This design comes from an exercise in tuning for small area, a short achievable clock period and few clock cycles on the open sky130 flow, not from production work. Where RTL was checked, it was by simulation tests only, not by an equivalence proof against the original.

==> flow/design.v <==
module xxtea_engine (
    input  wire         clk,
    input  wire         rst,       
    input  wire         start,     
    input  wire         decrypt,   
    input  wire [3:0]   nwords,    
    input  wire [127:0] key,       
    input  wire [255:0] din,       
    output wire         ready,
    output reg          done,
    output reg          err,
    output wire [255:0] dout
);
    localparam [31:0] DELTA = 32'h9E3779B9;
    localparam [2:0] S_IDLE = 3'd0, S_PRE1 = 3'd1, S_PRE2 = 3'd2, S_RUN = 3'd3,
                     S_FIN = 3'd4;
    reg [31:0] s [0:7];      
    reg [31:0] k [0:3];      
    reg [31:0] c, y, z;      
    reg [31:0] kw;           
    reg [2:0]  st;
    reg        dec;
    reg        d2;           
    reg        d3;           
    reg [2:0]  last;         
    reg [2:0]  p;            
    reg [2:0]  q;            
    reg [2:0]  pw;           
    reg        wr;           
    reg [5:0]  rleft;        
    reg [31:0] sum;
    reg [2:0]  p_n;          
    reg [31:0] sum_n;
    integer i;
    reg [5:0]  rounds;
    reg [31:0] sum_dec0;
    always @* begin
        case (nwords)
            4'd2:    begin rounds = 6'd32; sum_dec0 = 32'hC6EF3720; end
            4'd3:    begin rounds = 6'd23; sum_dec0 = 32'h36FBEF9F; end
            4'd4:    begin rounds = 6'd19; sum_dec0 = 32'hBE1E08BB; end
            4'd5:    begin rounds = 6'd16; sum_dec0 = 32'hE3779B90; end
            4'd6:    begin rounds = 6'd14; sum_dec0 = 32'hA708A81E; end
            4'd7:    begin rounds = 6'd13; sum_dec0 = 32'h08D12E65; end
            4'd8:    begin rounds = 6'd12; sum_dec0 = 32'h6A99B4AC; end
            default: begin rounds = 6'd0;  sum_dec0 = 32'h00000000; end
        endcase
    end
    wire        run  = (st == S_RUN);
    wire        idle = (st == S_IDLE);
    wire        pre  = (st == S_PRE1) || (st == S_PRE2);
    wire [31:0] x    = s[q];
    wire [31:0] mx  = (((y >> 5) ^ (z << 2)) + ((z >> 3) ^ (y << 4))) ^
                      ((sum ^ z) + (kw ^ y));
    wire [31:0] nv  = ((c ^ {32{dec}}) + mx) ^ {32{dec}};
    wire round_end = dec ? (p == 3'd0) : (p == last);
    wire [2:0] q_nxt = (q == last) ? 3'd0 : q + 3'd1;
    wire [2:0] q_prv = (q == 3'd0) ? last : q - 3'd1;
    genvar gi;
    generate
        for (gi = 0; gi < 8; gi = gi + 1) begin : g_out
            assign dout[32*gi +: 32] = s[gi];
        end
    endgenerate
    wire [31:0] wv = dec ? y : z;
    always @(posedge clk) begin
        for (i = 0; i < 8; i = i + 1)
            if (idle)
                s[i] <= din[32*i +: 32];
            else if (wr && pw == i)
                s[i] <= wv;
    end
    always @(posedge clk)
        if (idle)
            for (i = 0; i < 4; i = i + 1)
                k[i] <= key[32*i +: 32];
    wire        y_nv = !pre && (dec || d2);
    wire        z_nv = !pre && !(dec && !d2);
    wire [31:0] c_d  = (pre && !dec) ? s[0] : (dec ? z : y);
    wire [31:0] y_o  = pre ? (dec ? s[0] : s[1]) : (d3 ? z : x);
    wire [31:0] z_o  = (!pre && d3) ? y : x;
    wire [31:0] y_d  = y_nv ? nv : y_o;
    wire [31:0] z_d  = z_nv ? nv : z_o;
    always @(posedge clk) begin
        c <= c_d;
        y <= y_d;
        z <= z_d;
    end
    wire [2:0]  p_step   = round_end ? (dec ? last : 3'd0) : (dec ? p - 3'd1 : p + 3'd1);
    wire [31:0] sum_step = round_end ? (dec ? sum - DELTA : sum + DELTA) : sum;
    always @* begin
        if (idle) begin
            p_n   = decrypt ? nwords[2:0] - 3'd1 : 3'd0;
            sum_n = decrypt ? sum_dec0 : DELTA;
        end else if (run) begin
            p_n   = p_step;
            sum_n = sum_step;
        end else begin
            p_n   = p;
            sum_n = sum;
        end
    end
    wire [1:0] kidx_n = run ? (p_step[1:0] ^ sum_step[3:2]) : (p[1:0] ^ sum[3:2]);
    always @(posedge clk) begin
        p   <= p_n;
        sum <= sum_n;
        kw  <= k[kidx_n];
        pw  <= p;
        wr  <= run;
    end
    reg [2:0] st_n;
    always @* begin
        st_n = st;
        case (st)
            S_IDLE:  if (start && nwords >= 4'd2 && nwords <= 4'd8) st_n = S_PRE1;
            S_PRE1:  st_n = dec ? S_PRE2 : S_RUN;
            S_PRE2:  st_n = S_RUN;
            S_RUN:   if (round_end && rleft == 6'd1) st_n = S_FIN;
            default: st_n = S_IDLE;
        endcase
        if (rst)
            st_n = S_IDLE;
    end
    reg rdy;
    assign ready = rdy;
    always @(posedge clk) begin
        st  <= st_n;
        rdy <= (st_n == S_IDLE);
    end
    always @(posedge clk) begin
        if (rst) begin
            done <= 1'b0;
            err  <= 1'b0;
        end else begin
            done <= 1'b0;
            case (st)
                S_IDLE: if (start) begin
                    dec   <= decrypt;
                    d2    <= (nwords == 4'd2);
                    d3    <= (nwords == 4'd3);
                    last  <= nwords[2:0] - 3'd1;
                    rleft <= rounds;
                    q     <= nwords[2:0] - 3'd1;
                    if (nwords == 4'd0 || nwords > 4'd8) begin
                        err  <= 1'b1;
                        done <= 1'b1;
                    end else if (nwords == 4'd1) begin
                        err  <= 1'b0;
                        done <= 1'b1;
                    end else begin
                        err  <= 1'b0;
                    end
                end
                S_PRE1: q <= dec ? q_prv : (d2 ? 3'd0 : 3'd2);
                S_PRE2: q <= q_prv;
                S_RUN: begin
                    q <= dec ? q_prv : q_nxt;
                    if (round_end)
                        rleft <= rleft - 6'd1;
                end
                default: done <= 1'b1;
            endcase
        end
    end
endmodule
export LEC_CHECK = 0
export ABC_AREA = 1
export CAP_MARGIN = 20
export CORE_MARGIN = 2
export CORE_UTILIZATION = 40
export PLACE_DENSITY = 0.6
export SLEW_MARGIN = 20
create_clock -name core_clock -period 11.0 [get_ports {clk}]
standard.sh (not shown) runs the stock make flow with config.mk's settings and CLKGATE_MAP_FILE= SYNTH_SCRIPT=/design/flow/synth_recipe.tcl, a recipe that flattens the netlist after the stock synthesis.
==> flow/flow/run.sh <==
#!/bin/bash
# The standard layout, with buf_1 port buffers and a larger setup repair margin.
set -euo pipefail
export BUFFER_PORTS_ARGS="-buffer_cell sky130_fd_sc_hd__buf_1"
export SETUP_SLACK_MARGIN=7.0
bash standard.sh > standard.log 2>&1
Rerun with:
--- a/flow/design.v
+++ b/flow/design.v
@@ -57,4 +57,5 @@
     wire [2:0] q_nxt = (q == last) ? 3'd0 : q + 3'd1;
     wire [2:0] q_prv = (q == 3'd0) ? last : q - 3'd1;
+    assign ready = idle;
     genvar gi;
     generate
@@ -109,25 +110,7 @@
         wr  <= run;
     end
-    reg [2:0] st_n;
-    always @* begin
-        st_n = st;
-        case (st)
-            S_IDLE:  if (start && nwords >= 4'd2 && nwords <= 4'd8) st_n = S_PRE1;
-            S_PRE1:  st_n = dec ? S_PRE2 : S_RUN;
-            S_PRE2:  st_n = S_RUN;
-            S_RUN:   if (round_end && rleft == 6'd1) st_n = S_FIN;
-            default: st_n = S_IDLE;
-        endcase
-        if (rst)
-            st_n = S_IDLE;
-    end
-    reg rdy;
-    assign ready = rdy;
-    always @(posedge clk) begin
-        st  <= st_n;
-        rdy <= (st_n == S_IDLE);
-    end
     always @(posedge clk) begin
         if (rst) begin
+            st   <= S_IDLE;
             done <= 1'b0;
             err  <= 1'b0;
@@ -150,14 +133,32 @@
                     end else begin
                         err  <= 1'b0;
+                        st   <= S_PRE1;
                     end
                 end
-                S_PRE1: q <= dec ? q_prv : (d2 ? 3'd0 : 3'd2);
-                S_PRE2: q <= q_prv;
+                S_PRE1: begin
+                    if (dec) begin
+                        st <= S_PRE2;
+                        q  <= q_prv;
+                    end else begin
+                        st <= S_RUN;
+                        q  <= d2 ? 3'd0 : 3'd2;
+                    end
+                end
+                S_PRE2: begin
+                    st <= S_RUN;
+                    q  <= q_prv;
+                end
                 S_RUN: begin
                     q <= dec ? q_prv : q_nxt;
-                    if (round_end)
+                    if (round_end) begin
                         rleft <= rleft - 6'd1;
+                        if (rleft == 6'd1)
+                            st <= S_FIN;
+                    end
                 end
-                default: done <= 1'b1;
+                default: begin
+                    st   <= S_IDLE;
+                    done <= 1'b1;
+                end
             endcase
         end
Effect:
- fmax hardly moves
- setup slack is worse by 0.0068 ns
- global-route usage is lower by 1.2 points
- sequential share of layout area is higher by 0.40 points
- via count is lower by 3.5%
- synthesized cell count is lower by 1.1%
- die area is lower by 1.0%
- non-clock buffer count is lower by 18
- hold slack is worse by 0.015 ns
- count of clock-buffer cells in the layout is higher by 11
- wire length is lower by 4.4%
Testbench counts after the change, summed over its fixed seeds: cycles 266,846.
For the first run of this note, only the layout was checked, not whether the RTL still works.

[separate check: timing with driven ports]
No port has a modelled driver above. Below, the same layouts with a new extraction and two added sets of constraints.
Step 1 sets driving cells, clkbuf_16 on the clock port and buf_2 on the other inputs (assumed; they add their load-dependent delay and slew).
Step 2 times the ports against the registers' clock, not the clock port: input delays grow and output delays shrink by t, the midpoint of the rising clock arrivals with the driver on.
Three values: ideal ports, drivers, drivers and shift; two values: the first two.
run	t, ns	slack for setup (ns)	worst setup path at the end	latest minus earliest clock arrival (ns)	worst data-port slew with drivers (ns)
the first run	0.697	7.010 / 7.010 / 6.614	input to register	0.043 / 0.042	0.11
the second run	0.701	7.003 / 7.003 / 6.552	input to register	0.045 / 0.044	0.12
After both steps setup and hold are still met in every run listed. For the second run, which loses most, drivers alone change the setup slack by 0.000 ns; drivers and shift together by -0.451 ns.
